This is an optimization exercise on Yosys and OpenROAD, whose aim is small area, a short achievable clock period and few clock cycles per item, not a production implementation.
In this exercise RTL edits were held to simulation tests only and were not proved equivalent to the original.

==> flow/design.v, too long to show whole: its modules and the start of the top module <==
// module biquad_cascade: 4011 lines
// module fa3: 4 lines
// module ha2: 4 lines
module biquad_cascade (
    input  wire               clk,
    input  wire               rst,         
    input  wire               coef_we,
    input  wire signed [15:0] coef_b0,
    input  wire signed [15:0] coef_b1,
    input  wire signed [15:0] coef_b2,
    input  wire signed [15:0] coef_a1,
    input  wire signed [15:0] coef_a2,
    input  wire        [2:0]  coef_nst,    
    input  wire               in_valid,
    output wire               in_ready,
    input  wire signed [15:0] in_data,
    output reg                out_valid,
    output reg  signed [15:0] out_data
);
  // ...
==> flow/flow/run.sh <==
#!/bin/bash
set -euo pipefail
MARGIN=$(cat flow/margin.txt)
bash standard.sh SETUP_SLACK_MARGIN=$MARGIN finish > flow_standard.log 2>&1
==> flow/flow/margin.txt <==
11
==> flow/standard.sh <==
#!/bin/bash
# synth_recipe.tcl (not shown) runs the flow's synth.tcl, then flattens the netlist and writes it again
# the make line also repeats each setting of config.mk as NAME=value (left out here)
make -C /OpenROAD-flow-scripts/flow DESIGN_CONFIG=/design/flow/config.mk WORK_HOME=/design/flow/orfs CLKGATE_MAP_FILE= SYNTH_SCRIPT=/design/flow/synth_recipe.tcl "${@:-finish}"
==> flow/config.mk <==
export PLATFORM = sky130hd
export DESIGN_NAME = biquad_cascade
export DESIGN_NICKNAME = biquad_cascade
export VERILOG_FILES = /design/flow/design.v
export SDC_FILE = /design/flow/constraint.sdc
export NUM_CORES = 4
export LEC_CHECK = 0
export ABC_AREA = 1
export CAP_MARGIN = 20
export CORE_MARGIN = 2
export CORE_UTILIZATION = 55
export SLEW_MARGIN = 20
export SYNTH_HIERARCHICAL = 1
==> flow/constraint.sdc <==
create_clock -name core_clock -period 16.0 [get_ports {clk}]
set_input_delay 3.2000 -clock core_clock [delete_from_list [all_inputs] [get_ports {clk}]]
set_output_delay 3.2000 -clock core_clock [all_outputs]
set_load 0.01 [all_outputs]
==> flow_metrics.py, run 1 <==
metrics = {
    "worst_setup_path": {
        "crit_cells": 10,
        "crit_family": "adder cells",
        "cp.required_ps": 16490,
        "crit_path_cell_trace": "nor2_1 > nor2_1 > inv_1 > o22ai_1 > xor2_1 > fa_1 > fa_1 > fa_1 > fa_1 > fa_1",
        "regToRegSetupSlack_ps": 11010,
        "path_class": "flip-flop to flip-flop",
    },
    "global_routing": {
        "grt_use_met2": 0.651,
        "first_global_vias": 38500,
        "grt_max_degree": 81,
        "track_usage": 0.442,
        "grt_util_met1": 0.565,
    },
    "clock_network": {
        "clk_pin_slew_worst_paths_ps": 60,
        "ctsHoldBuffers": 0,
        "cts_setup_buffers": 51,
        "cts_made_buffers": 61,
    },
    "sta": {
        "grt_setup_unrepaired": "true",
        "fin_crit_ps": 4990,
        "fin_ws_ps": 11010,
        "fmax_mhz": 201,
    },
    "place": {
        "post-place-ws_ps": 9870,
        "place_area_um2": 48300,
    },
    "yosys": {
        "synth-compound-area-share": 0.150,
        "synth_fa_ha_area_frac": 0.320,
        "yosys.area.top_type": "fa_1",
        "syn_inst": 4803,
        "yosys.cell_types.count": 43,
        "syn_nets": 5669,
    },
    "min_path": {
        "whs_endpoint": "h32[4]$_SDFFE_PP0P_",
    },
    "layout": {
        "nNetsFinal": 5725,
        "clk_share": 0.0412,
        "seqCellArea_um2": 11700,
        "fin_util": 0.620,
        "final_cell_mix": "fa_1, xor2_1, o22ai_1",
        "num-multi-input-gates": 3492,
    },
    "drt": {
        "drc_errors": 0,
    },
    "run_status": {
        "status": "no timing/DRC/antenna violations",
    },
    "die": {
        "nWellTaps": 1080,
    },
}
Testbench counts, summed over its fixed seeds: cycles 18,236, samples 6,144.
==> run 2: changes to the inputs <==
--- a/flow/design.v
+++ b/flow/design.v
@@ -3946,17 +3946,17 @@
             bsel      <= 4'd0;
             blast     <= 1'b0;
             rdy       <= 1'b1;
             out_valid <= 1'b0;
             clr       <= 1'b0;
         end else if (coef_we) begin
             nst       <= (coef_nst > 3'd4) ? 3'd4 : coef_nst;
             pend      <= 4'd0;
-            slot      <= 2'd0;
+            slot      <= (coef_nst == 3'd3) ? 2'd2 : coef_nst[2] ? 2'd3 : 2'd1;
             isel      <= 4'd0;
             bsel      <= 4'd0;
             blast     <= 1'b0;
             rdy       <= 1'b1;
             out_valid <= 1'b0;
             clr       <= 1'b1;
         end else begin
             clr       <= 1'b0;
==> flow/flow/margin.txt (replaced) <==
11.4
==> flow_metrics.py, run 2 <==
metrics = {
    "die": {
        "core_area_um2": 83300,
        "die_w_um": 293,
        "start_util": 0.553,
        "dieArea_um2": 86000,
        "die_h_um": 293,
        "ios": 121,
        "rows": 106,
    },
    "yosys": {
        "yosys.area.top_type": "fa_1",
        "avgSynthCellArea_um2": 9.59,
        "synth_most_common_cell": "fa_1",
        "synth-seq-cells": 535,
        "synth_edf_count": 96,
        "yosysTopAreaCellShare": 0.301,
        "synth_ff_type": "dfxtp_1",
        "syn_nets": 5667,
        "yosysWarningCount": 7,
        "synth_commonest_cells": "fa_1, xor2_1, o22ai_1",
        "async_flop_share": 0,
        "synthTopCellsByArea": "fa_1, dfxtp_1, xor2_1",
        "syn_area_um2": 46000,
        "yosysSeqAreaShare": 0.254,
        "yosys.cell_types.count": 44,
        "syn_inst": 4801,
    },
    "layout": {
        "multi_input_area_um2": 32800,
        "layout-drive-gt1-share": 0.173,
        "seqCellArea_um2": 11700,
        "area_growth_pct": 20.8,
        "final_common_cell": "fa_1",
        "largest_reg_flops": 194,
        "nNetsFinal": 5959,
        "stdcell_count": 6227,
        "fin_util": 0.667,
        "final_cell_mix": "fa_1, xor2_1, o22ai_1",
        "fill_cells": 6813,
        "regMostFlops": "csr",
    },
    "place": {
        "gp_congestion": 1.08,
        "placedCellCount": 5786,
        "port_buffers": 120,
        "dp_hpwl_um": 139000,
    },
    "worst_setup_path": {
        "path_class": "flip-flop to flip-flop",
        "cp-startpoint": "isel[3]$_SDFF_PP0_",
        "worstReg2RegStart": "isel[3]$_SDFF_PP0_",
        "path_max_fanout": 9,
        "worstSetupEndpointType": "flip-flop",
        "cp.required_ps": 16550,
        "arrival_ps": 5260,
        "start_kind": "flip-flop",
    },
    "sta": {
        "fin_crit_ps": 4710,
        "tightest_slew_ps": 1100,
        "fmax_mhz": 212,
        "slew_headroom": 0.267,
        "setup_viol": 0,
        "final-max-slew-violation-count": 0,
        "hold_viol_final": 0,
        "holdWs_ps": 462,
        "fin_setup_tns_ps": 0,
        "grt_setup_unrepaired": "true",
        "fin_crit_sh": 0.294,
        "finClkSkew_ps": 66.6,
    },
    "global_routing": {
        "antenna_found_initial": 8,
        "first_global_vias": 39600,
        "grt_max_degree": 96,
        "grt_pass1_wl_um": 279000,
        "gr-total-overflow": 0,
        "track_usage": 0.454,
    },
    "clock_network": {
        "ctsHoldBuffers": 0,
        "clk_pin_slew_worst_paths_ps": 60,
        "clk_latency_ps": 710,
        "clk_path_buf_depth": 3,
        "cts_made_buffers": 60,
        "htree_num_levels": 2,
        "root_buffer": "clkbuf_16",
        "cts_tree": "built",
        "cts_sinks": 535,
    },
    "drt": {
        "wl_per_cell_um": 32.3,
        "vias": 40900,
        "drtIter0Drc": 5711,
        "wl_um": 201000,
        "drc_errors": 0,
        "final_antenna_net_count": 0,
        "via_per_inst": 6.56,
        "drt-pass1-iter-count": 9,
    },
    "run": {
        "cap_viol_max_count": 0,
    },
    "min_path": {
        "hp-class": "flip-flop to flip-flop",
        "hold_start": "h02[2]$_SDFFE_PP0P_",
    },
    "run_status": {
        "status": "no timing/DRC/antenna violations",
    },
}
## run 2: changes by cell type after synthesis, moves of 5 or more
cell / change
buf_1: +17
inv_1: +11
nand2_4: +10
nand2_1: -9
buf_2: -13
clkbuf_1: -6
a221oi_1: +23
inv_2: -5
a221oi_2: -23
nand2_2: -10
nor2_1: -7
a211oi_1: +5
## run 2: repair_timing
action | CTS | global route
resized for setup | 228 | 255
pin swaps | 26 | 87
buffers inserted | 207 | 98
setup endpoints to repair | 279 | 164
gates cloned | 10 | 9
## run 2: path summary, 6_finish.rpt
path / end / slack [ps] / depth (start not counted)
max: csr[144]$_DFF_P_ / 11290 / 12
min: h02[2]$_SDFFE_PP0P_ / 460 / 2
max reg2reg: csr[144]$_DFF_P_ / 11290 / 12
min reg2reg: h02[2]$_SDFFE_PP0P_ / 460 / 2
## run 2: cell families (layout without fill, tap and decap cells)
kind of cell	after synthesis	count (layout)	synth area share
buffers and inverters	782	1124	0.0669
AND/OR/NAND/NOR	978	979	0.0857
other	0	3	0
AO/OA/AOI/OAI	1085	1085	0.148
adder cells (fa/ha/maj)	763	763	0.320
XOR/XNOR	658	658	0.125
flip-flops	535	535	0.254
## run 2: worst max-delay path, stage by stage (launching register included)
cell and delay [ps]:
dfxtp_4 440, clkinvlp_4 180, buf_12 160, o22ai_1 170
nor2_2 70, buf_6 180, clkinvlp_4 170, o21ai_0 280
xor2_1 700, fa_1 580, fa_1 530, fa_1 610
fa_1 460
## run 2: layout make-up
| class | count | share of cell area |
|---|---|---|
| clock buffer | 84 | 0.0319 |
| sequential | 535 | 0.211 |
| inverter | 455 | 0.0355 |
| multi-input combinational | 3485 | 0.590 |
| tap | 1080 | 0.0243 |
| clock inverter | 29 | 0.00666 |
| timing repair buffer | 556 | 0.101 |
| antenna | 3 | 0.000135 |
## run 2: Yosys stat by module, one instance, submodules excluded
module | cells inside | flip-flops and latches | times used
biquad_cascade | 4085 | 535 | 1
fa3 | 1 | 0 | 691
ha2 | 1 | 0 | 25
## run 2: metal layers
layer  vias up  global-route usage  wire [µm]
met3       854               0.162      27600
met2      3172               0.660      84200
met1     20200               0.571      71900
met5         -             0.00227        100
met4         8               0.296      17200
li1      16700                   -          -
## run 2: through the flow
step / cell area [µm²] / worst slack [ps]
finish: 55600 / 11290
global route: 55600 / 11280
CTS: 53400 / 11330
detailed placement: 48400 / 9920
global placement: 48400 / 9970
floorplan: 46100 / 11150
Testbench counts of run 2, summed over its fixed seeds: cycles 18,059, samples 6,144.
==> run 3: changes to the inputs <==
==> flow/flow/run.sh (replaced) <==
#!/bin/bash
set -euo pipefail
MARGIN=$(cat flow/margin.txt)
bash standard.sh SETUP_SLACK_MARGIN=$MARGIN \
    "BUFFER_PORTS_ARGS=-buffer_cell sky130_fd_sc_hd__buf_2" finish > flow_standard.log 2>&1
==> flow/flow/margin.txt (replaced) <==
10.7
==> flow_metrics.py, run 3 <==
metrics = {
    "yosys": {
        "yosysWarningCount": 7,
        "synthTopCellsByArea": "fa_1, dfxtp_1, xor2_1",
        "synth_edf_count": 96,
        "synth_ff_type": "dfxtp_1",
        "synth_most_common_cell": "fa_1",
        "yosys.cell_types.count": 44,
        "async_flop_share": 0,
        "syn_nets": 5667,
        "syn_area_um2": 46000,
        "avgSynthCellArea_um2": 9.59,
        "yosysSeqAreaShare": 0.254,
        "synth_commonest_cells": "fa_1, xor2_1, o22ai_1",
        "syn_inst": 4801,
        "synth-seq-cells": 535,
        "yosys.area.top_type": "fa_1",
        "yosysTopAreaCellShare": 0.301,
    },
    "worst_setup_path": {
        "start_kind": "flip-flop",
        "worstSetupEndpointType": "flip-flop",
        "cp.required_ps": 16520,
        "path_class": "flip-flop to flip-flop",
        "path_max_fanout": 17,
        "arrival_ps": 5730,
    },
    "sta": {
        "fmax_mhz": 192,
        "hold_viol_final": 0,
        "setup_viol": 0,
        "final-max-slew-violation-count": 0,
        "slew_headroom": 0.201,
        "finClkSkew_ps": 59.6,
        "tightest_slew_ps": 1190,
        "fin_setup_tns_ps": 0,
        "fin_crit_ps": 5210,
        "grt_setup_unrepaired": "true",
        "fin_crit_sh": 0.326,
    },
    "drt": {
        "wl_um": 183000,
        "drtIter0Drc": 4861,
        "drt-pass1-iter-count": 7,
        "drc_errors": 0,
        "via_per_inst": 6.41,
        "wl_per_cell_um": 30.9,
        "vias": 38100,
        "final_antenna_net_count": 0,
    },
    "die": {
        "rows": 106,
        "start_util": 0.553,
        "ios": 121,
        "core_area_um2": 83300,
        "die_h_um": 293,
        "die_w_um": 293,
        "dieArea_um2": 86000,
    },
    "global_routing": {
        "grt_pass1_wl_um": 262000,
        "grt-busiest-layer": "met2",
        "grt_util_met1": 0.543,
        "antenna_found_initial": 1,
        "first_global_vias": 37900,
        "grt_max_degree": 87,
        "grt_use_met2": 0.627,
        "grt_use_met3": 0.152,
        "track_usage": 0.424,
        "gr-total-overflow": 0,
    },
    "clock_network": {
        "cts_tree": "built",
        "clk_path_buf_depth": 3,
        "cts_made_buffers": 59,
        "clk_latency_ps": 690,
        "cts_sinks": 535,
        "htree_num_levels": 2,
        "root_buffer": "clkbuf_16",
        "clk_pin_slew_worst_paths_ps": 60,
    },
    "place": {
        "dp_hpwl_um": 139000,
        "port_buffers": 120,
        "gp_congestion": 1.01,
    },
    "layout": {
        "layout-drive-gt1-share": 0.101,
        "nNetsFinal": 5669,
        "fill_cells": 7316,
        "area_growth_pct": 9.69,
        "largest_reg_flops": 194,
        "fin_util": 0.606,
        "final_common_cell": "fa_1",
        "regMostFlops": "csr",
        "final_cell_mix": "fa_1, xor2_1, o22ai_1",
    },
    "run_status": {
        "status": "no timing/DRC/antenna violations",
    },
    "run": {
        "cap_viol_max_count": 0,
    },
    "min_path": {
        "hp-class": "flip-flop to flip-flop",
    },
}
-- run 3: cell counts after synthesis --
Identical to the previous run, type by type.
-- run 3: worst paths after layout --
path / start / slack, ps / to / cells after the start
max: a1[0]$_DFFE_PP_ / 10790 / csr[80]$_DFF_P_ / 9
min: h01[12]$_SDFFE_PP0P_ / 460 / h01[12]$_SDFFE_PP0P_ / 2
max reg2reg: a1[0]$_DFFE_PP_ / 10790 / csr[80]$_DFF_P_ / 9
min reg2reg: h01[12]$_SDFFE_PP0P_ / 460 / h01[12]$_SDFFE_PP0P_ / 2
-- run 3: cells by family after synthesis --
group / count (synthesis) / synth area share
AOI/OAI and AO/OA: 1085 / 0.148
xor gates and xnor gates: 658 / 0.125
adders and majority gates: 763 / 0.320
buffers and inverters: 782 / 0.0669
DFF: 535 / 0.254
and+or+nand+nor: 978 / 0.0857
-- run 3: metrics by stage --
step,setup WS [ps],instance area (µm²),instances,hold slack [ps]
4_1_cts,10660,50100,5903,462
5_1_grt,10670,50500,5934,481
6_report,10790,50500,5935,463
3_5_place_dp,9870,47800,5786,453
2_1_floorplan,11110,46000,4801,435
3_3_place_gp,9850,47800,5786,449
-- run 3: routing by layer --
layer	routed length [µm]	share of wire
met2	78500	0.43
met4	12200	0.067
met3	23000	0.13
met5	122	0.00067
met1	69400	0.38
-- run 3: timing repair --
| item | in CTS | in global routing |
|---|---|---|
| hold buffers | 0 | 0 |
| pin swaps | 0 | 3 |
| endpoints found under the setup margin | 178 | 138 |
| buffers inserted | 5 | 30 |
| resized for setup | 27 | 29 |
-- run 3: area by class of cell --
class,count,area (µm²),share of cell area
Multi-Input combinational cell,3484,31700,0.628
Sequential cell,535,11700,0.232
Timing Repair Buffer,268,1860,0.0368
Inverter,455,1760,0.0348
Clock buffer,79,1680,0.0333
Tap cell,1080,1350,0.0268
Clock inverter,33,439,0.00870
Antenna cell,1,2.50,0.0000496
-- run 3: Yosys stat by module (local to each module, per instance) --
module,copies in the design,area (µm²)
biquad_cascade,1,31900
fa3,691,20.0
ha2,25,12.5
-- run 3: worst max-delay path, stage by stage, from the launching register on --
cell and delay, ps:
edfxtp_1 410, clkinv_1 850, nand2_4 670, o22ai_1 190, xor2_1 200, fa_1 710, fa_1 500, fa_1 520
fa_1 590, fa_1 450
==> run 4: changes to the inputs <==
==> flow/flow/margin.txt (replaced) <==
11.0
--- a/flow/config.mk
+++ b/flow/config.mk
@@ -10,3 +10,3 @@
 export CORE_MARGIN = 2
-export CORE_UTILIZATION = 55
+export CORE_UTILIZATION = 65
 export SLEW_MARGIN = 20
==> flow_metrics.py, run 4 <==
metrics = {
    "run_status": {
        "status": "no timing/DRC/antenna violations",
    },
    "layout": {
        "final_common_cell": "fa_1",
        "final_cell_mix": "fa_1, xor2_1, o22ai_1",
        "largest_reg_flops": 194,
        "fin_area_um2": 50800,
        "layout-drive-gt1-share": 0.114,
        "area_growth_pct": 10.4,
        "fin_util": 0.726,
        "regMostFlops": "csr",
        "nNetsFinal": 5727,
    },
    "place": {
        "post-place-ws_ps": 10020,
        "port_buffers": 120,
        "place_area_um2": 47700,
        "gp_congestion": 1.08,
        "dp_hpwl_um": 132000,
    },
    "die": {
        "start_util": 0.657,
        "ios": 121,
        "core_area_um2": 70000,
        "die_h_um": 270,
        "dieArea_um2": 73000,
        "die_w_um": 270,
        "rows": 97,
    },
    "sta": {
        "fin_setup_tns_ps": 0,
        "final-max-slew-violation-count": 0,
        "fin_crit_ps": 5010,
        "setup_viol": 0,
        "hold_viol_final": 0,
        "tightest_slew_ps": 1210,
        "finClkSkew_ps": 35.2,
        "slew_headroom": 0.189,
        "fin_ws_ps": 11000,
        "fin_crit_sh": 0.313,
        "grt_setup_unrepaired": "false",
        "fmax_mhz": 200,
    },
    "yosys": {
        "synth_top_family_by_area": "adder cells",
        "yosysTopAreaCellShare": 0.301,
        "synth_fa_ha_area_frac": 0.320,
        "synth-compound-area-share": 0.148,
        "yosys.cell_types.count": 44,
        "yosysWarningCount": 7,
        "synth_edf_count": 96,
        "synthTopCellsByArea": "fa_1, dfxtp_1, xor2_1",
        "synth_ff_type": "dfxtp_1",
        "syn_nets": 5667,
        "synth-seq-cells": 535,
        "async_flop_share": 0,
        "synthSimpleGateAreaFrac": 0.0857,
        "syn_inst": 4801,
        "avgSynthCellArea_um2": 9.59,
        "synthMuxAreaShare": 0,
        "yosys.area.top_type": "fa_1",
        "syn_area_um2": 46000,
        "synth-xor-area-share": 0.125,
        "yosysSeqAreaShare": 0.254,
        "synth_most_common_cell": "fa_1",
        "synth_commonest_cells": "fa_1, xor2_1, o22ai_1",
    },
    "worst_setup_path": {
        "cp.required_ps": 16520,
        "arrival_ps": 5520,
        "worstSetupEndpointType": "flip-flop",
        "path_class": "flip-flop to flip-flop",
        "path_max_fanout": 19,
        "start_kind": "flip-flop",
    },
    "clock_network": {
        "clk_path_buf_depth": 3,
        "cts_tree": "built",
        "clk_pin_slew_worst_paths_ps": 60,
        "root_buffer": "clkbuf_16",
        "htree_num_levels": 2,
        "clk_latency_ps": 660,
        "ctsHoldBuffers": 0,
        "cts_made_buffers": 57,
        "cts_sinks": 535,
    },
    "global_routing": {
        "grt_max_degree": 98,
        "grt_pass1_wl_um": 256000,
        "antenna_found_initial": 2,
        "first_global_vias": 38500,
        "gr-total-overflow": 0,
        "track_usage": 0.483,
    },
    "drt": {
        "via_per_inst": 6.78,
        "drc_errors": 0,
        "wl_per_cell_um": 30.6,
        "drt-pass1-iter-count": 7,
        "wl_um": 179000,
        "drtIter0Drc": 6026,
        "final_antenna_net_count": 0,
        "vias": 39700,
    },
    "run": {
        "cap_viol_max_count": 0,
    },
    "min_path": {
        "hp-class": "flip-flop to flip-flop",
    },
}
[run 4: cell counts after synthesis]
Identical to the previous run, type by type.
[run 4: final timing paths]
| path | from | to | slack, ps | depth (start not counted) |
|---|---|---|---|---|
| max | b2[1]$_DFFE_PP_ | csr[86]$_DFF_P_ | 11000 | 11 |
| min | h01[15]$_SDFFE_PP0P_ | h01[15]$_SDFFE_PP0P_ | 460 | 2 |
| max reg2reg | b2[1]$_DFFE_PP_ | csr[86]$_DFF_P_ | 11000 | 11 |
| min reg2reg | h01[15]$_SDFFE_PP0P_ | h01[15]$_SDFFE_PP0P_ | 460 | 2 |
[run 4: final cells by class]
cell class | instances | area, µm²
diodes | 1 | 2.50
clock buffers | 86 | 1610
clock inverters | 19 | 198
fillers | 5333 | 19200
inverters | 455 | 1830
multi-input cells | 3484 | 31800
flip-flops and latches | 535 | 11700
well taps | 940 | 1180
repair buffers | 328 | 2480
[run 4: modules after synthesis (local to each module, per instance)]
module / copies in the design / flip-flops and latches / cell area (µm²)
ha2: 25 / 0 / 12.5
fa3: 691 / 0 / 20.0
biquad_cascade: 1 / 535 / 31900
[run 4: what timing repair did]
action | CTS | global route
buffers inserted | 27 | 69
endpoints found under the setup margin | 190 | 124
gates cloned | 1 | 2
pin swaps | 1 | 10
gates resized for setup | 50 | 62
[run 4: layer usage]
| layer | GRT usage | routed length, µm | vias up |
|---|---|---|---|
| met1 | 0.601 | 62100 | 19100 |
| met3 | 0.198 | 27600 | 901 |
| met5 | 0 | 27 | - |
| met2 | 0.692 | 74200 | 3406 |
| met4 | 0.318 | 15300 | 4 |
| li1 | - | - | 16200 |
[run 4: logic make-up after synthesis]
| logic type | after synthesis |
|---|---|
| AND/OR/NAND/NOR | 978 |
| buffers and inverters | 782 |
| adder cells (fa/ha/maj) | 763 |
| flip-flops | 535 |
| AO/OA/AOI/OAI | 1085 |
| XOR/XNOR | 658 |
[run 4: through the flow]
stage | hold slack [ps] | cells
detailed placement | 452 | 5642
finish | 464 | 5848
floorplan | 435 | 4801
global placement | 447 | 5642
CTS | 461 | 5775
global route | 476 | 5847
[run 4: worst max-delay path, cell delays in order (launching register included)]
cell and delay, ps:
edfxtp_1 320, buf_4 310, nor2_1 110, nor2_1 520, inv_1 520, o22ai_1 310
xor2_1 240, fa_1 470, fa_1 440, fa_1 540, fa_1 540, fa_1 500
==> run 5: changes to the inputs <==
--- a/flow/config.mk
+++ b/flow/config.mk
@@ -11,2 +11,3 @@
 export CORE_UTILIZATION = 65
+export CTS_BUF_LIST = sky130_fd_sc_hd__clkbuf_8
 export SLEW_MARGIN = 20
==> flow_metrics.py, run 5 <==
metrics = {
    "run_status": {
        "status": "no timing/DRC/antenna violations",
    },
    "drt": {
        "dr_wl_met3_um": 27600,
        "wl_met1_um": 61900,
        "vias": 39700,
        "final_antenna_net_count": 0,
        "highest_layer": "met5",
        "drtIter0Drc": 6021,
        "route.met2.wl_um": 74300,
        "drc_errors": 0,
        "drt-pass1-iter-count": 8,
        "wl_per_cell_um": 30.3,
        "via_per_inst": 6.73,
        "wl_um": 179000,
    },
    "yosys": {
        "synth_edf_count": 96,
        "synth_commonest_cells": "fa_1, xor2_1, o22ai_1",
        "synth-seq-cells": 535,
        "syn_area_um2": 46000,
        "yosys.area.top_type": "fa_1",
        "yosysSeqAreaShare": 0.254,
        "avgSynthCellArea_um2": 9.59,
        "synth_most_common_cell": "fa_1",
        "syn_nets": 5667,
        "syn_inst": 4801,
        "synthTopCellsByArea": "fa_1, dfxtp_1, xor2_1",
        "yosysWarningCount": 7,
        "yosysTopAreaCellShare": 0.301,
        "async_flop_share": 0,
        "yosys.cell_types.count": 44,
        "synth_ff_type": "dfxtp_1",
    },
    "die": {
        "ios": 121,
        "die_w_um": 270,
        "core_area_um2": 70000,
        "rows": 97,
        "start_util": 0.657,
        "die_h_um": 270,
        "dieArea_um2": 73000,
    },
    "sta": {
        "tightest_slew_ps": 1260,
        "fin_setup_tns_ps": 0,
        "fin_crit_sh": 0.316,
        "fmax_mhz": 198,
        "grt_setup_unrepaired": "true",
        "holdWs_ps": 449,
        "hold_viol_final": 0,
        "fin_crit_ps": 5060,
        "finClkSkew_ps": 81.1,
        "setup_viol": 0,
        "final-max-slew-violation-count": 0,
        "slew_headroom": 0.152,
    },
    "min_path": {
        "hp-class": "flip-flop to flip-flop",
    },
    "clock_network": {
        "cts_made_buffers": 88,
        "htree_num_levels": 3,
        "clk_latency_ps": 780,
        "clk_pin_slew_worst_paths_ps": 70,
        "root_buffer": "clkbuf_8",
        "cts_tree": "built",
        "cts_sinks": 535,
        "clk_path_buf_depth": 3,
    },
    "place": {
        "dp_hpwl_um": 132000,
        "port_buffers": 120,
        "gp_congestion": 1.08,
    },
    "worst_setup_path": {
        "crit_path_cell_trace": "clkinv_2 > buf_6 > o22ai_1 > nor2_2 > buf_4 > clkinvlp_4 > o21ai_0 > xor2_1 > fa_1 > fa_1 > fa_1 > fa_1 > fa_1",
        "path_class": "flip-flop to flip-flop",
        "slowest_stage": "fa_1",
        "path_max_fanout": 19,
        "start_kind": "flip-flop",
        "crit_cells": 13,
        "cp-startpoint": "isel[1]$_SDFF_PP0_",
        "worstRegToRegCells": 13,
        "timing.critical_path.buf_inv": 4,
        "reg2reg_to": "csr[108]$_DFF_P_",
        "cp.required_ps": 16600,
        "path_common_cell": "fa_1",
        "crit_family": "adder cells",
        "arrival_ps": 5660,
        "worstSetupEndpointType": "flip-flop",
        "regToRegSetupSlack_ps": 10940,
        "worstReg2RegStart": "isel[1]$_SDFF_PP0_",
        "crit_path_max_incr_delay_ps": 590,
        "crit_end": "csr[108]$_DFF_P_",
    },
    "global_routing": {
        "grt_max_degree": 98,
        "grt_pass1_wl_um": 257000,
        "gr-total-overflow": 0,
        "antenna_found_initial": 5,
        "track_usage": 0.484,
        "first_global_vias": 38600,
    },
    "layout": {
        "largest_reg_flops": 194,
        "area_growth_pct": 10.2,
        "layout-drive-gt1-share": 0.119,
        "seqCellArea_um2": 11700,
        "fill_cells": 5389,
        "nNetsFinal": 5752,
        "final_cell_mix": "fa_1, xor2_1, o22ai_1",
        "multi_input_area_um2": 31800,
        "regMostFlops": "csr",
        "final_common_cell": "fa_1",
    },
    "run": {
        "cap_viol_max_count": 0,
    },
}
[run 5: cell types whose count changed in the layout (fill, tap and decap cells not counted), sizes merged]
cell	previous run	this run
inv	420	471
clkbuf	88	105
buf	325	319
clkinv	24	18
clkinvlp	29	26
diode	1	4
bufinv	1	3
bufbuf	1	0
[run 5: Yosys stat by module (local to each module, per instance)]
module / area, µm² / times used
biquad_cascade: 31900 / 1
fa3: 20.0 / 691
ha2: 12.5 / 25
[run 5: repair_timing]
action,in CTS,in global routing
resized for setup,49,53
endpoints found under the setup margin,190,131
hold buffers,0,0
pin swaps,0,11
gates cloned,0,3
setup buffers,24,66
[run 5: logic make-up after synthesis]
family,synth area share
xor gates and xnor gates,0.125
DFF,0.254
AOI/OAI and AO/OA,0.148
and+or+nand+nor,0.0857
buffers and inverters,0.0669
adders and majority gates,0.320
[run 5: worst min-delay path, stage by stage, from the launching register on]
cell	delay (ps)
dfxtp_1	310
inv_1	80
a211oi_1	70
[run 5: how the worst min path moves through the flow]
stage                               from                   end  slack, ps  cells after the start
finish               h20[8]$_SDFFE_PP0P_   h21[8]$_SDFFE_PP0P_        450                      2
global route         h01[7]$_SDFFE_PP0P_   h01[7]$_SDFFE_PP0P_        480                      2
CTS                  h20[8]$_SDFFE_PP0P_   h21[8]$_SDFFE_PP0P_        450                      2
detailed placement  h01[15]$_SDFFE_PP0P_  h01[15]$_SDFFE_PP0P_        450                      2
global placement    h32[14]$_SDFFE_PP0P_  h32[14]$_SDFFE_PP0P_        450                      2
floorplan           h32[14]$_SDFFE_PP0P_  h32[14]$_SDFFE_PP0P_        430                      2
[run 5: per-layer routing]
layer | track usage | vias up
met4 | 0.329 | 4
met1 | 0.602 | 19200
li1 | - | 16300
met3 | 0.200 | 862
met2 | 0.688 | 3405
met5 | 0.00132 | -
[run 5: final cells by class]
class	count	area share
Tap cell	940	0.0232
Antenna cell	4	0.000197
Inverter	455	0.0358
Timing Repair Buffer	322	0.0475
Multi-Input combinational cell	3484	0.627
Clock inverter	63	0.00804
Sequential cell	535	0.230
Clock buffer	102	0.0277
[run 5: per-stage QoR]
step	setup WS [ps]	cells	util	cell area [µm²]
after detailed placement	10020	5642	0.681	47700
after global placement	10120	5642	0.681	47700
after floorplan	11110	4801	-	46000
final	10940	5905	0.725	50700
after global routing	10980	5902	0.724	50700
after CTS	10960	5831	0.712	49900
==> run 6: changes to the inputs <==
--- a/flow/config.mk
+++ b/flow/config.mk
@@ -11,3 +11,4 @@
 export CORE_UTILIZATION = 65
-export CTS_BUF_LIST = sky130_fd_sc_hd__clkbuf_8
+export CTS_CLUSTER_DIAMETER = 100
+export CTS_CLUSTER_SIZE = 22
 export SLEW_MARGIN = 20
==> flow_metrics.py, run 6 <==
metrics = {
    "yosys": {
        "async_flop_share": 0,
        "syn_inst": 4801,
        "yosys.cell_types.count": 44,
        "syn_area_um2": 46000,
        "yosys.area.top_type": "fa_1",
        "yosysSeqAreaShare": 0.254,
        "avgSynthCellArea_um2": 9.59,
        "yosysTopAreaCellShare": 0.301,
        "synth_ff_type": "dfxtp_1",
        "synth_commonest_cells": "fa_1, xor2_1, o22ai_1",
        "synth-seq-cells": 535,
        "synth_most_common_cell": "fa_1",
        "synthTopCellsByArea": "fa_1, dfxtp_1, xor2_1",
        "yosysWarningCount": 7,
        "synth_edf_count": 96,
        "syn_nets": 5667,
    },
    "sta": {
        "fin_crit_sh": 0.316,
        "fin_setup_tns_ps": 0,
        "setup_viol": 0,
        "finClkSkew_ps": 30.6,
        "grt_setup_unrepaired": "false",
        "tightest_slew_ps": 1200,
        "fin_crit_ps": 5050,
        "fmax_mhz": 198,
        "hold_viol_final": 0,
        "final-max-slew-violation-count": 0,
        "slew_headroom": 0.189,
    },
    "die": {
        "start_util": 0.657,
        "core_area_um2": 70000,
        "die_w_um": 270,
        "ios": 121,
        "die_h_um": 270,
        "dieArea_um2": 73000,
        "rows": 97,
    },
    "clock_network": {
        "ctsHoldBuffers": 0,
        "cts_made_buffers": 34,
        "cts_sinks": 535,
        "clk_latency_ps": 610,
        "htree_num_levels": 2,
        "root_buffer": "clkbuf_16",
        "cts_tree": "built",
        "clk_path_buf_depth": 3,
        "clk_pin_slew_worst_paths_ps": 90,
    },
    "global_routing": {
        "grt_max_degree": 98,
        "gr-total-overflow": 0,
        "track_usage": 0.478,
        "grt_pass1_wl_um": 254000,
        "first_global_vias": 38200,
        "antenna_found_initial": 1,
    },
    "drt": {
        "highest_layer": "met5",
        "vias": 39300,
        "drtIter0Drc": 6150,
        "dr_wl_met3_um": 27600,
        "via_per_inst": 6.78,
        "wl_per_cell_um": 30.6,
        "wl_met1_um": 61200,
        "route.met2.wl_um": 73500,
        "wl_um": 177000,
        "drc_errors": 0,
        "final_antenna_net_count": 0,
        "drt-pass1-iter-count": 9,
    },
    "worst_setup_path": {
        "cp.required_ps": 16470,
        "path_common_cell": "fa_1",
        "crit_path_max_incr_delay_ps": 700,
        "slowest_stage": "fa_1",
        "regToRegSetupSlack_ps": 10950,
        "crit_path_cell_trace": "nand2_1 > o21ai_0 > inv_2 > o22ai_1 > xor2_1 > fa_1 > fa_1 > fa_1 > fa_1 > fa_1",
        "worstRegToRegCells": 10,
        "path_class": "flip-flop to flip-flop",
        "start_kind": "flip-flop",
        "reg2reg_to": "csr[91]$_DFF_P_",
        "worstSetupEndpointType": "flip-flop",
        "path_max_fanout": 15,
        "worstReg2RegStart": "a1[5]$_DFFE_PP_",
        "arrival_ps": 5520,
    },
    "layout": {
        "layout-drive-gt1-share": 0.103,
        "regMostFlops": "csr",
        "seqCellArea_um2": 11700,
        "final_common_cell": "fa_1",
        "final_cell_mix": "fa_1, xor2_1, o22ai_1",
        "fin_area_um2": 49900,
        "area_growth_pct": 8.33,
        "fin_util": 0.712,
        "fill_cells": 5478,
        "largest_reg_flops": 194,
        "stdcell_count": 5793,
        "nNetsFinal": 5689,
        "multi_input_area_um2": 31800,
    },
    "min_path": {
        "whs_endpoint": "h01[14]$_SDFFE_PP0P_",
        "hold_start": "h01[14]$_SDFFE_PP0P_",
        "hold_path_depth": 2,
        "hp-class": "flip-flop to flip-flop",
    },
    "place": {
        "gp_congestion": 1.08,
        "dp_hpwl_um": 132000,
        "place_area_um2": 47700,
        "port_buffers": 120,
        "placedCellCount": 5642,
    },
    "run": {
        "cap_viol_max_count": 0,
    },
    "run_status": {
        "status": "no timing/DRC/antenna violations",
    },
}
-- run 6: cell counts after synthesis --
Identical to the previous run, type by type.
-- run 6: layer usage --
| layer | vias to the layer above | GRT usage |
|---|---|---|
| met3 | 838 | 0.189 |
| met4 | 5 | 0.312 |
| met2 | 3377 | 0.686 |
| li1 | 16100 | - |
| met5 | - | 0.00329 |
| met1 | 18900 | 0.602 |
-- run 6: logic make-up (layout without fill, tap and decap cells) --
family	after synthesis	in the layout	synth area share
AOI/OAI and AO/OA	1085	1085	0.148
and+or+nand+nor	978	978	0.0857
buffers and inverters	782	829	0.0669
adders and majority gates	763	763	0.320
xor gates and xnor gates	658	658	0.125
DFF	535	535	0.254
other	0	5	0
-- run 6: stage by stage --
step,hold WS [ps],setup slack (ps)
global placement,447,10120
detailed placement,452,10020
floorplan,435,11110
global route,482,11000
finish,470,10950
CTS,466,10960
-- run 6: critical path, delay by kind of cell (launching register included) --
kind	cells	cell delay [ps]
XOR/XNOR	1	240
adder cells (fa/ha/maj)	5	2620
AND/OR/NAND/NOR	1	110
AO/OA/AOI/OAI	2	960
flip-flops	1	570
buffers and inverters	1	420
-- run 6: per-module statistics from Yosys, one instance, submodules excluded --
module          flops+latches  cell area [µm²]
biquad_cascade            535            31900
fa3                         0             20.0
ha2                         0             12.5
-- run 6: layout make-up --
class | instances | area share
Tap cell | 940 | 0.0236
Multi-Input combinational cell | 3484 | 0.638
Clock inverter | 11 | 0.00309
Antenna cell | 5 | 0.000251
Timing Repair Buffer | 312 | 0.0460
Clock buffer | 50 | 0.0187
Inverter | 455 | 0.0362
Timing Repair inverter | 1 | 0.000100
Sequential cell | 535 | 0.234
-- run 6: how the worst max path moves through the flow --
stage / start / to / slack [ps] / cells after the start
after floorplan: coef_we / slot[1]$_SDFF_PP0_ / 11110 / 4
after global placement: isel[3]$_SDFF_PP0_ / csr[114]$_DFF_P_ / 10120 / 14
after detailed placement: isel[3]$_SDFF_PP0_ / csr[108]$_DFF_P_ / 10020 / 14
after CTS: isel[1]$_SDFF_PP0_ / csr[108]$_DFF_P_ / 10960 / 13
after global routing: isel[1]$_SDFF_PP0_ / csr[108]$_DFF_P_ / 11000 / 13
final: a1[5]$_DFFE_PP_ / csr[91]$_DFF_P_ / 10950 / 10
-- run 6: timing repair --
item,CTS,global route
gates cloned,0,3
endpoints found under the setup margin,190,130
resized for setup,48,43
pin swaps,0,11
setup buffers,27,54
==> run 7: changes to the inputs <==
==> flow/flow/margin.txt (replaced) <==
11.2
==> flow_metrics.py, run 7 <==
metrics = {
    "run_status": {
        "status": "no timing/DRC/antenna violations",
    },
    "sta": {
        "hold_viol_final": 0,
        "fin_crit_sh": 0.303,
        "finClkSkew_ps": 24.1,
        "holdWs_ps": 468,
        "tightest_slew_ps": 1140,
        "fin_setup_tns_ps": 0,
        "setup_viol": 0,
        "fmax_mhz": 206,
        "fin_crit_ps": 4850,
        "final-max-slew-violation-count": 0,
        "grt_setup_unrepaired": "true",
        "slew_headroom": 0.239,
    },
    "drt": {
        "drtIter0Drc": 5965,
        "drc_errors": 0,
        "wl_per_cell_um": 31.3,
        "final_antenna_net_count": 0,
        "drt-pass1-iter-count": 8,
        "via_per_inst": 6.82,
        "vias": 39800,
        "wl_um": 183000,
    },
    "yosys": {
        "syn_inst": 4801,
        "avgSynthCellArea_um2": 9.59,
        "yosysWarningCount": 7,
        "syn_area_um2": 46000,
        "synth_most_common_cell": "fa_1",
        "yosysSeqAreaShare": 0.254,
        "synth-seq-cells": 535,
        "yosys.cell_types.count": 44,
        "synth_commonest_cells": "fa_1, xor2_1, o22ai_1",
        "yosysTopAreaCellShare": 0.301,
        "syn_nets": 5667,
        "synthTopCellsByArea": "fa_1, dfxtp_1, xor2_1",
        "yosys.area.top_type": "fa_1",
        "async_flop_share": 0,
        "synth_edf_count": 96,
        "synth_ff_type": "dfxtp_1",
    },
    "worst_setup_path": {
        "path_class": "flip-flop to flip-flop",
        "worstReg2RegStart": "a1[3]$_DFFE_PP_",
        "cp.required_ps": 16550,
        "reg2reg_to": "csr[97]$_DFF_P_",
        "worstSetupEndpointType": "flip-flop",
        "regToRegSetupSlack_ps": 11150,
        "arrival_ps": 5400,
        "crit_end": "csr[97]$_DFF_P_",
        "start_kind": "flip-flop",
        "worstRegToRegCells": 11,
        "cp-startpoint": "a1[3]$_DFFE_PP_",
        "path_max_fanout": 15,
    },
    "die": {
        "rows": 97,
        "die_h_um": 270,
        "die_w_um": 270,
        "core_area_um2": 70000,
        "dieArea_um2": 73000,
        "ios": 121,
        "start_util": 0.657,
    },
    "min_path": {
        "hold_start": "h02[5]$_SDFFE_PP0P_",
        "hp-class": "flip-flop to flip-flop",
    },
    "layout": {
        "nNetsFinal": 5739,
        "fin_area_um2": 50600,
        "regMostFlops": "csr",
        "area_growth_pct": 9.97,
        "largest_reg_flops": 194,
        "final_cell_mix": "fa_1, xor2_1, o22ai_1",
        "final_common_cell": "fa_1",
        "layout-drive-gt1-share": 0.122,
    },
    "clock_network": {
        "clk_path_buf_depth": 3,
        "htree_num_levels": 1,
        "clk_latency_ps": 680,
        "clk_pin_slew_worst_paths_ps": 90,
        "ctsHoldBuffers": 0,
        "cts_made_buffers": 30,
        "cts_sinks": 535,
        "cts_tree": "built",
        "root_buffer": "clkbuf_16",
    },
    "place": {
        "port_buffers": 120,
        "gp_congestion": 1.06,
        "place_area_um2": 47600,
        "dp_hpwl_um": 132000,
    },
    "global_routing": {
        "track_usage": 0.491,
        "gr-total-overflow": 0,
        "grt_pass1_wl_um": 260000,
        "grt_max_degree": 90,
        "antenna_found_initial": 3,
        "first_global_vias": 38700,
    },
    "run": {
        "cap_viol_max_count": 0,
    },
}
[run 7: cell counts after synthesis]
Identical to the previous run, type by type.
[run 7: per-stage QoR]
stage | std cells | setup slack, ps | util
2_1_floorplan | 4801 | 11150 | -
3_3_place_gp | 5639 | 10160 | 0.680
3_5_place_dp | 5639 | 10000 | 0.680
6_report | 5836 | 11150 | 0.723
4_1_cts | 5763 | 11210 | 0.708
5_1_grt | 5835 | 11080 | 0.723
[run 7: area by class of cell]
cell class	instances	area (µm²)
clock buffers	49	873
flip-flops and latches	535	11700
multi-input cells	3484	32000
inverters	455	1870
fillers	5427	19400
diodes	1	2.50
well taps	940	1180
clock inverters	5	73.8
repair buffers	367	2960
[run 7: Yosys stat by module (local to each module, per instance)]
module          cells  area [µm²]  times used
biquad_cascade   4085       31900           1
fa3                 1        20.0         691
ha2                 1        12.5          25
[run 7: timing repair]
action / 4_1_cts / 5_1_grt
endpoints found under the setup margin: 202 / 154
pin swaps: 5 / 13
resized for setup: 96 / 89
setup buffers: 68 / 68
gates cloned: 2 / 4
[run 7: cell families after synthesis]
group                    count (synthesis)  share of synthesized area
XOR/XNOR                               658                      0.125
flip-flops                             535                      0.254
AO/OA/AOI/OAI                         1085                      0.148
AND/OR/NAND/NOR                        978                     0.0857
adder cells (fa/ha/maj)                763                      0.320
buffers and inverters                  782                     0.0669
[run 7: worst min-delay path by stage]
stage / depth (start not counted) / endpoint
detailed placement: 2 / h01[10]$_SDFFE_PP0P_
global route: 2 / h01[8]$_SDFFE_PP0P_
global placement: 2 / h01[4]$_SDFFE_PP0P_
floorplan: 2 / h32[14]$_SDFFE_PP0P_
finish: 2 / h02[5]$_SDFFE_PP0P_
CTS: 2 / h02[5]$_SDFFE_PP0P_
[run 7: worst max-delay path, stage by stage, from the launching register on]
cell,delay [ps]
edfxtp_1,430
nand2_1,90
o21ai_0,840
inv_1,100
buf_4,290
o22ai_1,200
xor2_1,210
fa_1,480
fa_1,590
fa_1,480
fa_1,540
fa_1,490
[run 7: metal layers]
| layer | vias to the layer above | wire length (µm) | GRT usage |
|---|---|---|---|
| met5 | - | 166 | 0.00461 |
| met4 | 10 | 16200 | 0.331 |
| met3 | 931 | 29300 | 0.222 |
| met2 | 3527 | 75500 | 0.693 |
| met1 | 19200 | 61800 | 0.605 |
| li1 | 16200 | - | - |
==> run 8: changes to the inputs <==
==> flow/flow/margin.txt (replaced) <==
11.3
==> flow_metrics.py, run 8 <==
metrics = {
    "run_status": {
        "status": "no timing/DRC/antenna violations",
    },
    "layout": {
        "multi_input_area_um2": 32100,
        "area_growth_pct": 12.1,
        "nNetsFinal": 5810,
        "layout-drive-gt1-share": 0.143,
        "seqCellArea_um2": 11700,
        "final_common_cell": "fa_1",
        "fin_area_um2": 51600,
        "fill_cells": 5279,
        "largest_reg_flops": 194,
        "regMostFlops": "csr",
        "final_cell_mix": "fa_1, xor2_1, o22ai_1",
    },
    "yosys": {
        "synth_most_common_cell": "fa_1",
        "async_flop_share": 0,
        "yosysSeqAreaShare": 0.254,
        "synth_ff_type": "dfxtp_1",
        "syn_inst": 4801,
        "yosys.area.top_type": "fa_1",
        "synth-seq-cells": 535,
        "syn_area_um2": 46000,
        "synth_edf_count": 96,
        "syn_nets": 5667,
        "yosys.cell_types.count": 44,
        "yosysTopAreaCellShare": 0.301,
        "synth_commonest_cells": "fa_1, xor2_1, o22ai_1",
        "avgSynthCellArea_um2": 9.59,
        "yosysWarningCount": 7,
        "synthTopCellsByArea": "fa_1, dfxtp_1, xor2_1",
    },
    "min_path": {
        "hp-class": "flip-flop to flip-flop",
        "hold_start": "h01[9]$_SDFFE_PP0P_",
    },
    "place": {
        "post-place-ws_ps": 10060,
        "place_area_um2": 47600,
        "gp_congestion": 1.08,
        "dp_hpwl_um": 131000,
        "port_buffers": 120,
    },
    "drt": {
        "drt-pass1-iter-count": 10,
        "route.met2.wl_um": 76100,
        "highest_layer": "met5",
        "drtIter0Drc": 6075,
        "wl_um": 185000,
        "via_per_inst": 6.83,
        "vias": 40400,
        "dr_wl_met3_um": 28500,
        "final_antenna_net_count": 0,
        "drc_errors": 0,
        "wl_per_cell_um": 31.3,
        "wl_met1_um": 62600,
    },
    "global_routing": {
        "first_global_vias": 38800,
        "antenna_found_initial": 4,
        "gr-total-overflow": 0,
        "track_usage": 0.493,
        "grt_pass1_wl_um": 262000,
        "grt_max_degree": 109,
    },
    "run": {
        "cap_viol_max_count": 0,
    },
    "die": {
        "core_area_um2": 70000,
        "ios": 121,
        "die_h_um": 270,
        "die_w_um": 270,
        "dieArea_um2": 73000,
        "rows": 97,
        "start_util": 0.657,
    },
    "clock_network": {
        "cts_made_buffers": 31,
        "root_buffer": "clkbuf_16",
        "ctsHoldBuffers": 0,
        "cts_sinks": 535,
        "cts_tree": "built",
        "clk_latency_ps": 680,
        "clk_pin_slew_worst_paths_ps": 100,
        "htree_num_levels": 1,
        "clk_path_buf_depth": 3,
    },
    "sta": {
        "fin_crit_ps": 4720,
        "fmax_mhz": 212,
        "fin_ws_ps": 11280,
        "hold_viol_final": 0,
        "tightest_slew_ps": 1180,
        "fin_setup_tns_ps": 0,
        "slew_headroom": 0.216,
        "grt_setup_unrepaired": "true",
        "finClkSkew_ps": 31.0,
        "setup_viol": 0,
        "final-max-slew-violation-count": 0,
        "fin_crit_sh": 0.295,
    },
    "worst_setup_path": {
        "cp.required_ps": 16540,
        "cp-startpoint": "isel[1]$_SDFF_PP0_",
        "crit_path_cell_trace": "clkinv_8 > buf_12 > o22ai_1 > nor2_2 > buf_6 > clkinvlp_4 > o21ai_0 > xor2_1 > inv_1 > fa_1 > fa_1 > fa_1 > fa_1",
        "crit_path_max_incr_delay_ps": 630,
        "path_max_fanout": 19,
        "worstReg2RegStart": "isel[1]$_SDFF_PP0_",
        "arrival_ps": 5260,
        "crit_family": "adder cells",
        "slowest_stage": "xor2_1",
        "start_kind": "flip-flop",
        "worstSetupEndpointType": "flip-flop",
        "path_class": "flip-flop to flip-flop",
        "path_common_cell": "fa_1",
        "timing.critical_path.buf_inv": 5,
    },
}
-- run 8: modules after synthesis (local to each module, per instance) --
module,cells,area (µm²),copies in the design,flops+latches
biquad_cascade,4085,31900,1,535
fa3,1,20.0,691,0
ha2,1,12.5,25,0
-- run 8: kinds of logic (layout without fill, tap and decap cells) --
| family | count (synthesis) | in the layout | synth area share |
|---|---|---|---|
| and+or+nand+nor | 978 | 980 | 0.0857 |
| adders and majority gates | 763 | 763 | 0.320 |
| xor gates and xnor gates | 658 | 658 | 0.125 |
| DFF | 535 | 535 | 0.254 |
| AOI/OAI and AO/OA | 1085 | 1085 | 0.148 |
| buffers and inverters | 782 | 945 | 0.0669 |
| other | 0 | 2 | 0 |
-- run 8: layout make-up --
type	instances	share of cell area
inverters	455	0.0373
clock inverters	7	0.00235
repair buffers	435	0.0714
flip-flops and latches	535	0.227
diodes	2	0.0000969
clock buffers	48	0.0167
well taps	940	0.0228
multi-input cells	3486	0.623
-- run 8: final timing paths --
kind	cells past startpoint	to	slack, ps
max	13	csr[126]$_DFF_P_	11280
min	2	h01[9]$_SDFFE_PP0P_	470
max reg2reg	13	csr[126]$_DFF_P_	11280
min reg2reg	2	h01[9]$_SDFFE_PP0P_	470
-- run 8: repair_timing --
item,CTS,global route
cloned,4,9
setup endpoints to repair,249,152
pin swaps,10,26
setup buffers,88,110
gates resized for setup,109,142
-- run 8: worst reg2reg max path, delay by kind of cell (launching register included) --
kind,cells,cell delay (ps)
adders and majority gates,4,2030
buffers and inverters,5,970
and+or+nand+nor,1,220
xor gates and xnor gates,1,630
AOI/OAI and AO/OA,2,320
DFF,1,410
-- run 8: stage by stage --
| step | util | instances | hold slack, ps |
|---|---|---|---|
| 2_1_floorplan | - | 4801 | 435 |
| 3_3_place_gp | 0.680 | 5640 | 448 |
| 3_5_place_dp | 0.680 | 5640 | 451 |
| 4_1_cts | 0.712 | 5787 | 466 |
| 5_1_grt | 0.737 | 5907 | 488 |
| 6_report | 0.737 | 5908 | 467 |
-- run 8: metal layers --
layer	vias to the layer above	GRT usage
met5	-	0.00592
met4	6	0.356
met3	1009	0.192
met2	3483	0.699
met1	19500	0.615
li1	16300	-
==> run 9: changes to the inputs <==
==> flow/flow/margin.txt (replaced) <==
11.45
==> flow_metrics.py, run 9 <==
metrics = {
    "yosys": {
        "syn_nets": 5667,
        "synthTopCellsByArea": "fa_1, dfxtp_1, xor2_1",
        "synth_edf_count": 96,
        "yosysSeqAreaShare": 0.254,
        "async_flop_share": 0,
        "yosysWarningCount": 7,
        "yosysTopAreaCellShare": 0.301,
        "yosys.cell_types.count": 44,
        "yosys.area.top_type": "fa_1",
        "syn_area_um2": 46000,
        "synth_commonest_cells": "fa_1, xor2_1, o22ai_1",
        "synth-seq-cells": 535,
        "avgSynthCellArea_um2": 9.59,
        "syn_inst": 4801,
        "synth_ff_type": "dfxtp_1",
        "synth_most_common_cell": "fa_1",
    },
    "global_routing": {
        "grt_max_degree": 109,
        "gr-total-overflow": 0,
        "first_global_vias": 39600,
        "antenna_found_initial": 5,
        "track_usage": 0.505,
        "grt_pass1_wl_um": 267000,
    },
    "sta": {
        "slew_headroom": 0.200,
        "fmax_mhz": 213,
        "setup_viol": 0,
        "holdWs_ps": 467,
        "hold_viol_final": 0,
        "grt_setup_unrepaired": "true",
        "final-max-slew-violation-count": 0,
        "tightest_slew_ps": 1200,
        "fin_ws_ps": 11310,
        "finClkSkew_ps": 34.5,
        "fin_setup_tns_ps": 0,
        "fin_crit_ps": 4690,
        "fin_crit_sh": 0.293,
    },
    "place": {
        "gp_congestion": 1.08,
        "placedCellCount": 5640,
        "dp_hpwl_um": 131000,
        "place_area_um2": 47600,
        "post-place-ws_ps": 10060,
        "port_buffers": 120,
    },
    "min_path": {
        "hold_path_depth": 2,
        "hp-class": "flip-flop to flip-flop",
    },
    "layout": {
        "final_common_cell": "fa_1",
        "stdcell_count": 6000,
        "largest_reg_flops": 194,
        "fin_util": 0.759,
        "regMostFlops": "csr",
        "final_cell_mix": "fa_1, xor2_1, o22ai_1",
        "layout-drive-gt1-share": 0.177,
        "fin_area_um2": 53100,
        "area_growth_pct": 15.4,
        "nNetsFinal": 5903,
    },
    "clock_network": {
        "cts_sinks": 535,
        "cts_made_buffers": 31,
        "htree_num_levels": 1,
        "clk_latency_ps": 680,
        "clk_path_buf_depth": 3,
        "clk_pin_slew_worst_paths_ps": 90,
        "root_buffer": "clkbuf_16",
        "cts_tree": "built",
    },
    "run_status": {
        "status": "no timing/DRC/antenna violations",
    },
    "drt": {
        "drt-pass1-iter-count": 7,
        "via_per_inst": 6.85,
        "wl_per_cell_um": 31.7,
        "vias": 41100,
        "drc_errors": 0,
        "drtIter0Drc": 6266,
        "wl_um": 190000,
        "final_antenna_net_count": 0,
    },
    "worst_setup_path": {
        "worstSetupEndpointType": "flip-flop",
        "path_max_fanout": 10,
        "worstRegToRegCells": 12,
        "cp.required_ps": 16550,
        "path_class": "flip-flop to flip-flop",
        "arrival_ps": 5230,
        "start_kind": "flip-flop",
    },
    "die": {
        "die_w_um": 270,
        "core_area_um2": 70000,
        "dieArea_um2": 73000,
        "ios": 121,
        "rows": 97,
        "die_h_um": 270,
        "start_util": 0.657,
    },
    "run": {
        "cap_viol_max_count": 0,
    },
}
run 9: cell counts after synthesis:
No cell type changed its count.
run 9: path summary, 6_finish.rpt:
path / slack, ps / start / end
worst max-delay path: 11310 / a1[9]$_DFFE_PP_ / csr[85]$_DFF_P_
worst min-delay path: 470 / h01[9]$_SDFFE_PP0P_ / h01[9]$_SDFFE_PP0P_
worst max register to register: 11310 / a1[9]$_DFFE_PP_ / csr[85]$_DFF_P_
worst min register to register: 470 / h01[9]$_SDFFE_PP0P_ / h01[9]$_SDFFE_PP0P_
run 9: area by class of cell:
cell class | count | area (µm²)
Antenna cell | 1 | 2.50
Clock buffer | 48 | 861
Clock inverter | 7 | 121
Fill cell | 5041 | 16900
Inverter | 455 | 1950
Multi-Input combinational cell | 3486 | 32600
Sequential cell | 535 | 11700
Tap cell | 940 | 1180
Timing Repair Buffer | 526 | 4660
Timing Repair inverter | 2 | 16.3
run 9: what timing repair did:
| action | 4_1_cts | 5_1_grt |
|---|---|---|
| resized for setup | 202 | 222 |
| setup endpoints to repair | 267 | 156 |
| pin swaps | 24 | 55 |
| gates cloned | 8 | 11 |
| buffers inserted | 171 | 114 |
| hold buffers | 0 | 0 |
run 9: cells by family after synthesis:
| kind of cell | synth area share |
|---|---|
| adder cells (fa/ha/maj) | 0.320 |
| AO/OA/AOI/OAI | 0.148 |
| XOR/XNOR | 0.125 |
| buffers and inverters | 0.0669 |
| flip-flops | 0.254 |
| AND/OR/NAND/NOR | 0.0857 |
run 9: critical path: stages (launching register included):
cell and delay (ps):
edfxtp_1 710, nor2_1 150, nor2_1 310, clkinvlp_4 190
buf_12 170, buf_4 160, o22ai_1 160, xor2_1 200
fa_2 530, fa_1 580, fa_2 450, fa_2 550
fa_1 400
run 9: Yosys stat by module, one instance, submodules excluded:
module          cells inside  flip-flops and latches
biquad_cascade          4085                     535
fa3                        1                       0
ha2                        1                       0
run 9: per-layer routing:
layer | part of all wire | global-route usage
met1 | 0.33 | 0.614
met2 | 0.41 | 0.711
met3 | 0.16 | 0.217
met4 | 0.10 | 0.378
met5 | 0.0010 | 0.00855
==> run 10: changes to the inputs <==
==> flow/flow/margin.txt (replaced) <==
11.0
--- a/flow/config.mk
+++ b/flow/config.mk
@@ -12,3 +12,3 @@
 export CTS_CLUSTER_DIAMETER = 100
-export CTS_CLUSTER_SIZE = 22
+export CTS_CLUSTER_SIZE = 25
 export SLEW_MARGIN = 20
==> flow_metrics.py, run 10 <==
metrics = {
    "sta": {
        "fin_crit_sh": 0.316,
        "finClkSkew_ps": 50.1,
        "grt_setup_unrepaired": "true",
        "final-max-slew-violation-count": 0,
        "setup_viol": 0,
        "hold_viol_final": 0,
        "fmax_mhz": 198,
        "fin_setup_tns_ps": 0,
        "slew_headroom": 0.137,
        "fin_ws_ps": 10950,
        "tightest_slew_ps": 1280,
        "fin_crit_ps": 5050,
    },
    "layout": {
        "largest_reg_flops": 194,
        "fin_util": 0.709,
        "nNetsFinal": 5678,
        "layout-drive-gt1-share": 0.101,
        "final_cell_mix": "fa_1, xor2_1, o22ai_1",
        "final_common_cell": "fa_1",
        "regMostFlops": "csr",
        "area_growth_pct": 7.83,
    },
    "min_path": {
        "hold_start": "h01[7]$_SDFFE_PP0P_",
        "hold_path_depth": 2,
        "hp-class": "flip-flop to flip-flop",
        "whs_endpoint": "h01[7]$_SDFFE_PP0P_",
    },
    "worst_setup_path": {
        "path_common_cell": "nand2_1",
        "crit_path_cell_trace": "fa_1 > fa_1 > fa_1 > ha_1 > nand2_1 > nor2_2 > a21boi_0 > o21ai_1 > nand2_1 > nand2_1 > nand2_4 > inv_1 > nand2_2 > clkbuf_16 > nand3_1 > nand2_1 > inv_1",
        "cp-startpoint": "csr[96]$_DFF_P_",
        "start_kind": "flip-flop",
        "worstReg2RegStart": "csr[96]$_DFF_P_",
        "cp.required_ps": 16550,
        "crit_path_max_incr_delay_ps": 580,
        "slowest_stage": "fa_1",
        "regToRegSetupSlack_ps": 10950,
        "worstRegToRegCells": 17,
        "arrival_ps": 5600,
        "path_max_fanout": 37,
        "worstSetupEndpointType": "flip-flop",
        "path_class": "flip-flop to flip-flop",
        "reg2reg_to": "h30[2]$_SDFFE_PP0P_",
    },
    "run": {
        "cap_viol_max_count": 0,
    },
    "die": {
        "rows": 97,
        "start_util": 0.657,
        "die_h_um": 270,
        "die_w_um": 270,
        "ios": 121,
        "core_area_um2": 70000,
        "dieArea_um2": 73000,
    },
    "clock_network": {
        "root_buffer": "clkbuf_16",
        "cts_made_buffers": 29,
        "clk_path_buf_depth": 3,
        "cts_sinks": 535,
        "htree_num_levels": 1,
        "ctsHoldBuffers": 0,
        "cts_tree": "built",
        "clk_latency_ps": 670,
        "clk_pin_slew_worst_paths_ps": 100,
    },
    "yosys": {
        "yosysWarningCount": 7,
        "syn_inst": 4801,
        "synth_ff_type": "dfxtp_1",
        "yosysTopAreaCellShare": 0.301,
        "syn_nets": 5667,
        "synthTopCellsByArea": "fa_1, dfxtp_1, xor2_1",
        "synthSimpleGateAreaFrac": 0.0857,
        "synth_commonest_cells": "fa_1, xor2_1, o22ai_1",
        "synth_fa_ha_area_frac": 0.320,
        "synthMuxAreaShare": 0,
        "synth_top_family_by_area": "adder cells",
        "yosysSeqAreaShare": 0.254,
        "synth-compound-area-share": 0.148,
        "synth_most_common_cell": "fa_1",
        "synth-xor-area-share": 0.125,
        "synth-seq-cells": 535,
        "syn_area_um2": 46000,
        "async_flop_share": 0,
        "yosys.area.top_type": "fa_1",
        "yosys.cell_types.count": 44,
        "avgSynthCellArea_um2": 9.59,
        "synth_edf_count": 96,
    },
    "drt": {
        "wl_um": 177000,
        "drt-pass1-iter-count": 10,
        "wl_per_cell_um": 30.6,
        "drc_errors": 0,
        "via_per_inst": 6.77,
        "final_antenna_net_count": 0,
        "drtIter0Drc": 6200,
        "vias": 39100,
    },
    "place": {
        "gp_congestion": 1.08,
        "post-place-ws_ps": 10020,
        "port_buffers": 120,
        "dp_hpwl_um": 132000,
    },
    "run_status": {
        "status": "no timing/DRC/antenna violations",
    },
    "global_routing": {
        "track_usage": 0.477,
        "grt_pass1_wl_um": 254000,
        "grt_max_degree": 98,
        "antenna_found_initial": 5,
        "gr-total-overflow": 0,
        "first_global_vias": 37900,
    },
}
run 10: cells by family after synthesis:
group | after synthesis
adders and majority gates | 763
xor gates and xnor gates | 658
buffers and inverters | 782
and+or+nand+nor | 978
AOI/OAI and AO/OA | 1085
DFF | 535
run 10: critical path, delay by kind of cell, from the launching register on:
kind / cells / cell delay (ps)
buffers and inverters: 3 / 500
DFF: 1 / 340
AOI/OAI and AO/OA: 2 / 640
adders and majority gates: 4 / 1990
and+or+nand+nor: 8 / 1430
run 10: worst max path at each step:
stage	endpoint	slack, ps	depth (start not counted)
3_5_place_dp	csr[108]$_DFF_P_	10020	14
6_report	h30[2]$_SDFFE_PP0P_	10950	17
4_1_cts	csr[108]$_DFF_P_	10990	13
3_3_place_gp	csr[114]$_DFF_P_	10120	14
5_1_grt	h10[6]$_SDFFE_PP0P_	10980	20
2_1_floorplan	slot[1]$_SDFF_PP0_	11110	4
run 10: final cells by class:
type                    count  area [µm²]
multi-input cells        3484       31800
well taps                 940        1180
clock inverters            11         138
inverters                 455        1800
clock buffers              42         774
repair buffers            307        2250
flip-flops and latches    535       11700
diodes                      2        5.00
fillers                  5518       20400
run 10: through the flow:
stage	hold WS (ps)	cell area [µm²]	std cells
3_3_place_gp	447	47700	5642
6_report	469	49600	5776
4_1_cts	467	49000	5718
5_1_grt	483	49600	5774
3_5_place_dp	452	47700	5642
2_1_floorplan	435	46000	4801
run 10: metal layers:
metal	routed length [µm]	track usage
met1	61000	0.605
met2	73300	0.686
met3	27300	0.178
met4	15200	0.310
met5	37	0.00526
run 10: modules after synthesis (local to each module, per instance):
module,area [µm²],flip-flops and latches,copies in the design
fa3,20.0,0,691
biquad_cascade,31900,535,1
ha2,12.5,0,25
run 10: what timing repair did:
item,in CTS,in global routing
gates resized for setup,48,43
pin swaps,0,10
endpoints found under the setup margin,189,131
setup buffers,23,53
cloned,0,2

port drivers added, routing unchanged:
The results above use ideal ports. As a check the final layouts listed here were re-extracted and re-timed, cells and wires unchanged. Step 1 (the two cells are an assumption about what drives the block):
set clk [get_ports {clk}]
set_driving_cell -lib_cell sky130_fd_sc_hd__clkbuf_16 $clk
set_driving_cell -lib_cell sky130_fd_sc_hd__buf_2 [delete_from_list [all_inputs] $clk]
Step 2 moves the port delays by t, midway between the first and last clock arrival at a register: inputs arrive t later, outputs are due t later. That takes back most of the time a late clock gives input paths. a / b / c = no drivers / after step 1 / after step 2; a / b = the first two.
run | t (ns) | setup WS [ns] | clock arrival spread, ns | worst data-port slew with drivers (ns)
run 1 | 0.724 | 11.014 / 10.997 / 10.446 | 0.084 / 0.083 | 0.06
run 2 | 0.745 | 11.289 / 11.289 / 10.819 | 0.068 / 0.068 | 0.05
run 3 | 0.728 | 10.792 / 10.792 / 10.792 | 0.060 / 0.059 | 0.06
run 4 | 0.709 | 10.995 / 10.995 / 10.995 | 0.041 / 0.040 | 0.06
run 5 | 0.807 | 10.941 / 10.941 / 10.941 | 0.083 / 0.083 | 0.06
run 6 | 0.671 | 10.945 / 10.945 / 10.945 | 0.031 / 0.030 | 0.07
run 7 | 0.738 | 11.149 / 11.149 / 10.865 | 0.025 / 0.025 | 0.05
run 8 | 0.737 | 11.283 / 11.283 / 10.720 | 0.035 / 0.034 | 0.06
run 9 | 0.738 | 11.312 / 11.312 / 10.921 | 0.037 / 0.037 | 0.07
run 10 | 0.716 | 10.950 / 10.950 / 10.950 | 0.051 / 0.051 | 0.06
After both steps setup and hold are still met in every run listed. The setup slack of run 1, which loses most, moves by -0.017 ns with the drivers and by -0.568 ns with both steps.
